Source: an optimization exercise on an open RTL-to-GDS flow (aim: small area, a short achievable clock period and few clock cycles). Production flows keep margins and buffers that such runs may drop. In this exercise RTL edits were held to simulation tests only and were not proved equivalent to the original. No activity file was given, so power comes from the tool's default toggle rates.

==> cedar <==
## rsd_block
module rsd_block #(
    parameter CAP    = 64,           
    parameter OUTCAP = 32            
) (
    input             clk,
    input             rst,           
    input             req,
    input             we,
    input      [1:0]  sel,
    input      [15:0] addr,
    input      [15:0] wdata,
    output reg        busy,
    output reg        rvalid,
    output reg [15:0] rdata
);
clock: 10.0 ns
lec_check: 0
cap_margin: 20
core_margin: 2
core_utilization: 40
place_density: 0.6
setup_slack_margin: 4
slew_margin: 20
run.sh (not shown) runs the stock make flow with config.mk's settings and CLKGATE_MAP_FILE= SYNTH_SCRIPT=/design/flow/synth_recipe.tcl, a recipe that flattens the netlist after the stock synthesis.
==> sierra (differences from cedar) <==
--- a/flow/design.v
+++ b/flow/design.v
@@ -86,13 +86,13 @@
                      {h[7:0], 8'd0} | (h[12] ? 16'd0 : ({l[7:0], 8'd0} >> h[11:8]))};
         end
     endfunction
     reg  [63:0] hrow;                
     reg  [7:0]  hoh;                 
     reg         hhi;                 
-    wire [2:0]  raw_row = busy ? (xp[5:3] + 3'd1) : (addr[5:3] & {3{sel == 2'd1}});
+    wire [2:0]  raw_row = busy ? (xp[5:3] + 3'd1) : addr[5:3];
     wire [63:0] rawrow  = raw_q[64*raw_row +: 64];
     wire [15:0] xa_w  = hrow[15:0];                              
     reg         xa_v0, xa_v1, xa_last;                           
     wire [6:0]  xp_nx = busy ? xp + 7'd2 : 7'd0;
     wire [21:0] f0 = xc0;
     wire [21:0] f1 = xc1;
- CORE_UTILIZATION: 40 -> 35
- PLACE_DENSITY: 0.6 -> 0.5
- SETUP_SLACK_MARGIN: 4 -> 5
==> metrics.md <==
| Metric | Value |
|---|---|
| Status | `complete, no violations` |
| Fraction of area in multi-input gates | `42.81%` |
| Latest clock arrival within the worst-skew pair | `0.90 ns` |
| Comb group | `0.00218 W` |
# the run above: cedar

==> metrics.md <==
| Metric | Value |
|---|---|
| Comb group | `0.00111 W` |
| Latest clock arrival within the worst-skew pair | `0.94 ns` |
| Status | `complete, no violations` |
| Fraction of area in multi-input gates | `42.38%` |
# the run above: sierra

Testbench counts of cedar, summed over its fixed seeds: cycles 6,054.
Testbench counts of sierra, summed over its fixed seeds: cycles 6,054.

---

==> inputs of run X <==
rsd_block, a different RTL version from the one above (not shown whole).
==> flow/design.v (excerpt) <==
module rsd_block #(
    parameter CAP    = 64,           
    parameter OUTCAP = 32            
) (
    input             clk,
    input             rst,           
    input             req,
    input             we,
    input      [1:0]  sel,
    input      [15:0] addr,
    input      [15:0] wdata,
    output reg        busy,
    output reg        rvalid,
    output reg [15:0] rdata
);
    localparam ERR_OK       = 2'd0;
    localparam ERR_NOSYNC   = 2'd1;
    localparam ERR_OPERAND  = 2'd2;
    localparam ERR_COMMAND  = 2'd3;
    localparam S_IDLE  = 3'd0;
    localparam S_EXP   = 3'd1;
    localparam S_AWAIT = 3'd2;       
    localparam S_MOVE  = 3'd5;       
    localparam S_DEC   = 3'd6;       
    reg [8*64-1:0] raw_q;
    reg [8*64-1:0] bits_q;
    reg [8*32-1:0] out_q;
    reg [1:0]  err;
    reg [15:0] rawlen, bitlen, src, dst, blen;
    reg [5:0]  syncoff;
    reg [2:0]  syncsh;
    reg [2:0]  state;
    reg [6:0]  xp;                   
    reg        xc_ok;                
    reg [21:0] xc0, xc1;             
    reg        xc_last;
    reg        xb_ok;                
    reg [31:0] xb_cc;                
    reg [5:0]  xb_l;                 
    reg        xb_stop;              
  ...
export LEC_CHECK = 0
export ABC_AREA = 1
export CAP_MARGIN = 20
export CORE_MARGIN = 2
export CORE_UTILIZATION = 40
export PLACE_DENSITY = 0.6
export SLEW_MARGIN = 20
create_clock -name core_clock -period 10.0 [get_ports {clk}]
==> run Z: changes against run X <==
--- a/flow/design.v
+++ b/flow/design.v
@@ -84,17 +84,17 @@
             chunk = {h[12] | l[12],
                      {1'b0, h[11:8]} + (h[12] ? 5'd0 : {1'b0, l[11:8]}),
                      {h[7:0], 8'd0} | (h[12] ? 16'd0 : ({l[7:0], 8'd0} >> h[11:8]))};
         end
     endfunction
     reg  [63:0] hrow;                
     reg  [7:0]  hoh;                 
     reg         hhi;                 
-    wire [2:0]  raw_row = busy ? (xp[5:3] + 3'd1) : (addr[5:3] & {3{sel == 2'd1}});
+    wire [2:0]  raw_row = busy ? (xp[5:3] + 3'd1) : addr[5:3];
     wire [63:0] rawrow  = raw_q[64*raw_row +: 64];
     wire [15:0] xa_w  = hrow[15:0];                              
     reg         xa_v0, xa_v1, xa_last;                           
     wire [6:0]  xp_nx = busy ? xp + 7'd2 : 7'd0;
     wire [21:0] f0 = xc0;
     wire [21:0] f1 = xc1;
     wire        st0 = f0[21];
     wire [31:0] xcc = {f0[15:0], 16'd0} | (st0 ? 32'd0 : ({f1[15:0], 16'd0} >> f0[20:16]));
@@ -122,16 +122,34 @@
     wire [63:0] blkrd = {rd_bank[0].d1, rd_bank[1].d1, rd_bank[2].d1, rd_bank[3].d1,
                          rd_bank[4].d1, rd_bank[5].d1, rd_bank[6].d1, rd_bank[7].d1};
     wire [71:0]  w72  = w[127:56];
     reg  [7:0]   smatch;
     integer s, q, t;
     always @(*)
         for (s = 0; s < 8; s = s + 1)
             smatch[s] = (w72[70 - s -: 63] == 63'h2AAAAAAA_44894489);
+    wire [71:0]  w72b = w[119:48];
+    reg  [7:0]   smatch2;
+    always @(*)
+        for (q = 0; q < 8; q = q + 1)
+            smatch2[q] = (w72b[70 - q -: 63] == 63'h2AAAAAAA_44894489);
+    reg  [2:0]   sfirst2;
+    always @(*) begin
+        casez (smatch2)
+            8'b???????1: sfirst2 = 3'd0;
+            8'b??????10: sfirst2 = 3'd1;
+            8'b?????100: sfirst2 = 3'd2;
+            8'b????1000: sfirst2 = 3'd3;
+            8'b???10000: sfirst2 = 3'd4;
+            8'b??100000: sfirst2 = 3'd5;
+            8'b?1000000: sfirst2 = 3'd6;
+            default:     sfirst2 = 3'd7;
+        endcase
+    end
     reg  [2:0]   sfirst;
     always @(*) begin
         casez (smatch)
             8'b???????1: sfirst = 3'd0;
             8'b??????10: sfirst = 3'd1;
             8'b?????100: sfirst = 3'd2;
             8'b????1000: sfirst = 3'd3;
             8'b???10000: sfirst = 3'd4;
@@ -141,17 +159,18 @@
         endcase
     end
     wire [63:0] mvout = w72[71 - sh -: 64];          
     wire [5:0]  off   = {blk, j};
     wire        mvlast = (mrem <= 7'd8);
     wire        expanding = (state == S_EXP);
     wire [6:0]  slim  = expanding ? olen : bitlen[6:0];
     wire        sbad  = !expanding && (bitlen > 16'd64);
-    wire        stest = ({1'b0, off} + 7'd9 <= slim);
+    wire        stest  = ({1'b0, off} + 7'd9 <= slim);
+    wire        stest2 = ({1'b0, off} + 7'd10 <= slim);
     function can_load(input [3:0] x);
         can_load = !expanding || (olen >= {x, 3'b000} + 7'd8);
     endfunction
     wire        srun  = (state == S_EXP) || (state == S_AWAIT);
     wire        srestart = (state == S_IDLE && host_wr &&
                             (sel == 2'd2 || (sel == 2'd0 && addr[3:0] == 4'd3) ||
                              (sel == 2'd0 && addr[3:0] == 4'd0 && wdata == 16'h0001))) ||
                            (state == S_DEC && !dstsel) || (state == S_MOVE && mvlast);
@@ -480,23 +499,30 @@
             Q_RUN: begin
                 if (!stest) begin
                     if (!expanding)
                         sq <= Q_NONE;
                 end else if (smatch != 8'd0) begin
                     sh <= sfirst;
                     fo <= off;
                     sq <= Q_PRIME0;
-                end else if (j != 3'd7) begin
-                    j <= j + 3'd1;
-                    w <= {w[119:0], 8'd0};
+                end else if (!stest2) begin
+                    if (!expanding)
+                        sq <= Q_NONE;
+                end else if (smatch2 != 8'd0) begin
+                    sh <= sfirst2;
+                    fo <= {blk, j[2:1], 1'b1};
+                    sq <= Q_PRIME0;
+                end else if (j[2:1] != 2'd3) begin
+                    j <= j + 3'd2;
+                    w <= {w[111:0], 16'd0};
                 end else if (can_load({1'b0, blk} + 4'd2)) begin
                     j   <= 3'd0;
                     blk <= blk + 3'd1;
-                    w   <= {w[119:56], blkrd};
+                    w   <= {w[111:48], blkrd};
                 end
             end
             Q_PRIME0: begin
                 w[127:64] <= blkrd;
                 sq <= Q_PRIME1;
             end
             Q_PRIME1: begin
                 w[63:0] <= blkrd;
ABC_AREA = default   (was 1)
CORE_UTILIZATION = 50   (was 40)
PLACE_DENSITY = 0.7   (was 0.6)
SETUP_SLACK_MARGIN = 5   (was default)
==> run Y: changes against run X <==
--- a/flow/design.v
+++ b/flow/design.v
@@ -84,17 +84,17 @@
             chunk = {h[12] | l[12],
                      {1'b0, h[11:8]} + (h[12] ? 5'd0 : {1'b0, l[11:8]}),
                      {h[7:0], 8'd0} | (h[12] ? 16'd0 : ({l[7:0], 8'd0} >> h[11:8]))};
         end
     endfunction
     reg  [63:0] hrow;                
     reg  [7:0]  hoh;                 
     reg         hhi;                 
-    wire [2:0]  raw_row = busy ? (xp[5:3] + 3'd1) : (addr[5:3] & {3{sel == 2'd1}});
+    wire [2:0]  raw_row = busy ? (xp[5:3] + 3'd1) : addr[5:3];
     wire [63:0] rawrow  = raw_q[64*raw_row +: 64];
     wire [15:0] xa_w  = hrow[15:0];                              
     reg         xa_v0, xa_v1, xa_last;                           
     wire [6:0]  xp_nx = busy ? xp + 7'd2 : 7'd0;
     wire [21:0] f0 = xc0;
     wire [21:0] f1 = xc1;
     wire        st0 = f0[21];
     wire [31:0] xcc = {f0[15:0], 16'd0} | (st0 ? 32'd0 : ({f1[15:0], 16'd0} >> f0[20:16]));
@@ -122,16 +122,34 @@
     wire [63:0] blkrd = {rd_bank[0].d1, rd_bank[1].d1, rd_bank[2].d1, rd_bank[3].d1,
                          rd_bank[4].d1, rd_bank[5].d1, rd_bank[6].d1, rd_bank[7].d1};
     wire [71:0]  w72  = w[127:56];
     reg  [7:0]   smatch;
     integer s, q, t;
     always @(*)
         for (s = 0; s < 8; s = s + 1)
             smatch[s] = (w72[70 - s -: 63] == 63'h2AAAAAAA_44894489);
+    wire [71:0]  w72b = w[119:48];
+    reg  [7:0]   smatch2;
+    always @(*)
+        for (q = 0; q < 8; q = q + 1)
+            smatch2[q] = (w72b[70 - q -: 63] == 63'h2AAAAAAA_44894489);
+    reg  [2:0]   sfirst2;
+    always @(*) begin
+        casez (smatch2)
+            8'b???????1: sfirst2 = 3'd0;
+            8'b??????10: sfirst2 = 3'd1;
+            8'b?????100: sfirst2 = 3'd2;
+            8'b????1000: sfirst2 = 3'd3;
+            8'b???10000: sfirst2 = 3'd4;
+            8'b??100000: sfirst2 = 3'd5;
+            8'b?1000000: sfirst2 = 3'd6;
+            default:     sfirst2 = 3'd7;
+        endcase
+    end
     reg  [2:0]   sfirst;
     always @(*) begin
         casez (smatch)
             8'b???????1: sfirst = 3'd0;
             8'b??????10: sfirst = 3'd1;
             8'b?????100: sfirst = 3'd2;
             8'b????1000: sfirst = 3'd3;
             8'b???10000: sfirst = 3'd4;
@@ -141,17 +159,18 @@
         endcase
     end
     wire [63:0] mvout = w72[71 - sh -: 64];          
     wire [5:0]  off   = {blk, j};
     wire        mvlast = (mrem <= 7'd8);
     wire        expanding = (state == S_EXP);
     wire [6:0]  slim  = expanding ? olen : bitlen[6:0];
     wire        sbad  = !expanding && (bitlen > 16'd64);
-    wire        stest = ({1'b0, off} + 7'd9 <= slim);
+    wire        stest  = ({1'b0, off} + 7'd9 <= slim);
+    wire        stest2 = ({1'b0, off} + 7'd10 <= slim);
     function can_load(input [3:0] x);
         can_load = !expanding || (olen >= {x, 3'b000} + 7'd8);
     endfunction
     wire        srun  = (state == S_EXP) || (state == S_AWAIT);
     wire        srestart = (state == S_IDLE && host_wr &&
                             (sel == 2'd2 || (sel == 2'd0 && addr[3:0] == 4'd3) ||
                              (sel == 2'd0 && addr[3:0] == 4'd0 && wdata == 16'h0001))) ||
                            (state == S_DEC && !dstsel) || (state == S_MOVE && mvlast);
@@ -480,23 +499,30 @@
             Q_RUN: begin
                 if (!stest) begin
                     if (!expanding)
                         sq <= Q_NONE;
                 end else if (smatch != 8'd0) begin
                     sh <= sfirst;
                     fo <= off;
                     sq <= Q_PRIME0;
-                end else if (j != 3'd7) begin
-                    j <= j + 3'd1;
-                    w <= {w[119:0], 8'd0};
+                end else if (!stest2) begin
+                    if (!expanding)
+                        sq <= Q_NONE;
+                end else if (smatch2 != 8'd0) begin
+                    sh <= sfirst2;
+                    fo <= {blk, j[2:1], 1'b1};
+                    sq <= Q_PRIME0;
+                end else if (j[2:1] != 2'd3) begin
+                    j <= j + 3'd2;
+                    w <= {w[111:0], 16'd0};
                 end else if (can_load({1'b0, blk} + 4'd2)) begin
                     j   <= 3'd0;
                     blk <= blk + 3'd1;
-                    w   <= {w[119:56], blkrd};
+                    w   <= {w[111:48], blkrd};
                 end
             end
             Q_PRIME0: begin
                 w[127:64] <= blkrd;
                 sq <= Q_PRIME1;
             end
             Q_PRIME1: begin
                 w[63:0] <= blkrd;
ABC_AREA = default   (was 1)
SETUP_SLACK_MARGIN = 5   (was default)
==> run G: changes against run X <==
--- a/flow/design.v
+++ b/flow/design.v
@@ -84,17 +84,17 @@
             chunk = {h[12] | l[12],
                      {1'b0, h[11:8]} + (h[12] ? 5'd0 : {1'b0, l[11:8]}),
                      {h[7:0], 8'd0} | (h[12] ? 16'd0 : ({l[7:0], 8'd0} >> h[11:8]))};
         end
     endfunction
     reg  [63:0] hrow;                
     reg  [7:0]  hoh;                 
     reg         hhi;                 
-    wire [2:0]  raw_row = busy ? (xp[5:3] + 3'd1) : (addr[5:3] & {3{sel == 2'd1}});
+    wire [2:0]  raw_row = busy ? (xp[5:3] + 3'd1) : addr[5:3];
     wire [63:0] rawrow  = raw_q[64*raw_row +: 64];
     wire [15:0] xa_w  = hrow[15:0];                              
     reg         xa_v0, xa_v1, xa_last;                           
     wire [6:0]  xp_nx = busy ? xp + 7'd2 : 7'd0;
     wire [21:0] f0 = xc0;
     wire [21:0] f1 = xc1;
     wire        st0 = f0[21];
     wire [31:0] xcc = {f0[15:0], 16'd0} | (st0 ? 32'd0 : ({f1[15:0], 16'd0} >> f0[20:16]));
@@ -122,16 +122,34 @@
     wire [63:0] blkrd = {rd_bank[0].d1, rd_bank[1].d1, rd_bank[2].d1, rd_bank[3].d1,
                          rd_bank[4].d1, rd_bank[5].d1, rd_bank[6].d1, rd_bank[7].d1};
     wire [71:0]  w72  = w[127:56];
     reg  [7:0]   smatch;
     integer s, q, t;
     always @(*)
         for (s = 0; s < 8; s = s + 1)
             smatch[s] = (w72[70 - s -: 63] == 63'h2AAAAAAA_44894489);
+    wire [71:0]  w72b = w[119:48];
+    reg  [7:0]   smatch2;
+    always @(*)
+        for (q = 0; q < 8; q = q + 1)
+            smatch2[q] = (w72b[70 - q -: 63] == 63'h2AAAAAAA_44894489);
+    reg  [2:0]   sfirst2;
+    always @(*) begin
+        casez (smatch2)
+            8'b???????1: sfirst2 = 3'd0;
+            8'b??????10: sfirst2 = 3'd1;
+            8'b?????100: sfirst2 = 3'd2;
+            8'b????1000: sfirst2 = 3'd3;
+            8'b???10000: sfirst2 = 3'd4;
+            8'b??100000: sfirst2 = 3'd5;
+            8'b?1000000: sfirst2 = 3'd6;
+            default:     sfirst2 = 3'd7;
+        endcase
+    end
     reg  [2:0]   sfirst;
     always @(*) begin
         casez (smatch)
             8'b???????1: sfirst = 3'd0;
             8'b??????10: sfirst = 3'd1;
             8'b?????100: sfirst = 3'd2;
             8'b????1000: sfirst = 3'd3;
             8'b???10000: sfirst = 3'd4;
@@ -141,17 +159,18 @@
         endcase
     end
     wire [63:0] mvout = w72[71 - sh -: 64];          
     wire [5:0]  off   = {blk, j};
     wire        mvlast = (mrem <= 7'd8);
     wire        expanding = (state == S_EXP);
     wire [6:0]  slim  = expanding ? olen : bitlen[6:0];
     wire        sbad  = !expanding && (bitlen > 16'd64);
-    wire        stest = ({1'b0, off} + 7'd9 <= slim);
+    wire        stest  = ({1'b0, off} + 7'd9 <= slim);
+    wire        stest2 = ({1'b0, off} + 7'd10 <= slim);
     function can_load(input [3:0] x);
         can_load = !expanding || (olen >= {x, 3'b000} + 7'd8);
     endfunction
     wire        srun  = (state == S_EXP) || (state == S_AWAIT);
     wire        srestart = (state == S_IDLE && host_wr &&
                             (sel == 2'd2 || (sel == 2'd0 && addr[3:0] == 4'd3) ||
                              (sel == 2'd0 && addr[3:0] == 4'd0 && wdata == 16'h0001))) ||
                            (state == S_DEC && !dstsel) || (state == S_MOVE && mvlast);
@@ -480,23 +499,30 @@
             Q_RUN: begin
                 if (!stest) begin
                     if (!expanding)
                         sq <= Q_NONE;
                 end else if (smatch != 8'd0) begin
                     sh <= sfirst;
                     fo <= off;
                     sq <= Q_PRIME0;
-                end else if (j != 3'd7) begin
-                    j <= j + 3'd1;
-                    w <= {w[119:0], 8'd0};
+                end else if (!stest2) begin
+                    if (!expanding)
+                        sq <= Q_NONE;
+                end else if (smatch2 != 8'd0) begin
+                    sh <= sfirst2;
+                    fo <= {blk, j[2:1], 1'b1};
+                    sq <= Q_PRIME0;
+                end else if (j[2:1] != 2'd3) begin
+                    j <= j + 3'd2;
+                    w <= {w[111:0], 16'd0};
                 end else if (can_load({1'b0, blk} + 4'd2)) begin
                     j   <= 3'd0;
                     blk <= blk + 3'd1;
-                    w   <= {w[119:56], blkrd};
+                    w   <= {w[111:48], blkrd};
                 end
             end
             Q_PRIME0: begin
                 w[127:64] <= blkrd;
                 sq <= Q_PRIME1;
             end
             Q_PRIME1: begin
                 w[63:0] <= blkrd;
ABC_AREA = default   (was 1)
SETUP_SLACK_MARGIN = 5   (was default)
TNS_END_PERCENT = 5   (was default)
==> comparison table <==
metric                                                                  run Z                  run G               run Y                  run X
P_int                                                                12.40 mW               12.55 mW            12.38 mW               12.45 mW
Source of the worst register-to-register timing path       sq[1]$_SDFFE_PP0P_  state[2]$_SDFFE_PP0P_  sq[2]$_SDFFE_PP0P_  state[1]$_SDFFE_PP0P_
Setup WS pre-CTS                                                     2.810 ns               2.758 ns            2.785 ns               3.345 ns
Die height                                                           454.8 µm               508.0 µm            508.0 µm               514.6 µm
Comb pwr                                                             0.986 mW               0.984 mW            0.976 mW                1.03 mW
Clock insertion delay at the later pin of the skew report             0.90 ns                0.91 ns             0.90 ns                0.93 ns
Synth cell types                                                           96                     96                  96                     77
Buffers inserted during post-CTS setup optimization                        86                     60                  99                      0
Drt pass-1 iters                                                            9                     10                   9                      9
Leakage                                                              39.92 nW               39.52 nW            39.98 nW               44.80 nW
Fin util                                                               57.17%                 45.49%              45.98%                 43.87%
Number of global-route vias before repair                              75.99k                 74.59k              75.07k                 86.79k
Share of the synthesized area in the top cell type                     46.28%                 46.28%              46.28%                 45.10%
Arr. time, crit path                                                  5.62 ns                6.02 ns             5.65 ns                7.23 ns
Layout filler cell count                                               16.16k                 22.87k              22.79k                 25.30k
Number of inverters outside the clock class in the layout                 236                    237                 237                   1118
Routed length per placed instance                                    34.86 µm               33.27 µm            33.32 µm               28.57 µm
Start point of the critical path                           sq[1]$_SDFFE_PP0P_  state[2]$_SDFFE_PP0P_  sq[2]$_SDFFE_PP0P_  state[1]$_SDFFE_PP0P_
Sequential group power                                                8.14 mW                8.15 mW             8.15 mW                8.13 mW
Outcome                                      no timing/DRC/antenna violations  no timing/DRC/antenna violations  no timing/DRC/antenna violations  no timing/DRC/antenna violations
Post-Layout Inst Area                                              0.1155 mm²             0.1153 mm²          0.1166 mm²             0.1138 mm²
Testbench counts of run X, summed over its fixed seeds: cycles 6,189.
Testbench counts of run Z, summed over its fixed seeds: cycles 6,054.
Testbench counts of run Y, summed over its fixed seeds: cycles 6,054.
Testbench counts of run G, summed over its fixed seeds: cycles 6,054.

## re-timing with driven ports
Ports are ideal in the flow. The routed layouts listed here were re-timed in OpenROAD. Step 1, drivers: a clkbuf_16 drives clk and a buf_2 each remaining input, both assumed. Step 2 moves the port delays by t, midway between the first and last clock arrival at a register: inputs arrive t later, outputs are due t later. That takes back most of the time a late clock gives input paths. Slacks: ideal ports / drivers / drivers and shift; pairs: ideal ports / drivers.
run	t (ns)	setup WS [ns]	clock arrival spread, ns	cell pins on the clock port's net
cedar	0.961	4.090 / 4.090 / 3.290	0.077 / 0.077	1
sierra	0.987	4.871 / 4.767 / 3.837	0.123 / 0.123	1
run X	0.967	3.271 / 3.271 / 3.066	0.120 / 0.120	1
run Z	0.949	4.881 / 4.881 / 4.109	0.105 / 0.106	1
run Y	0.943	4.916 / 4.916 / 4.067	0.144 / 0.143	1
run G	0.952	4.578 / 4.578 / 3.922	0.128 / 0.129	1
After both steps setup and hold are still met in every run listed. The setup slack of sierra, which loses most, moves by -0.104 ns with the drivers and by -1.034 ns with both steps.
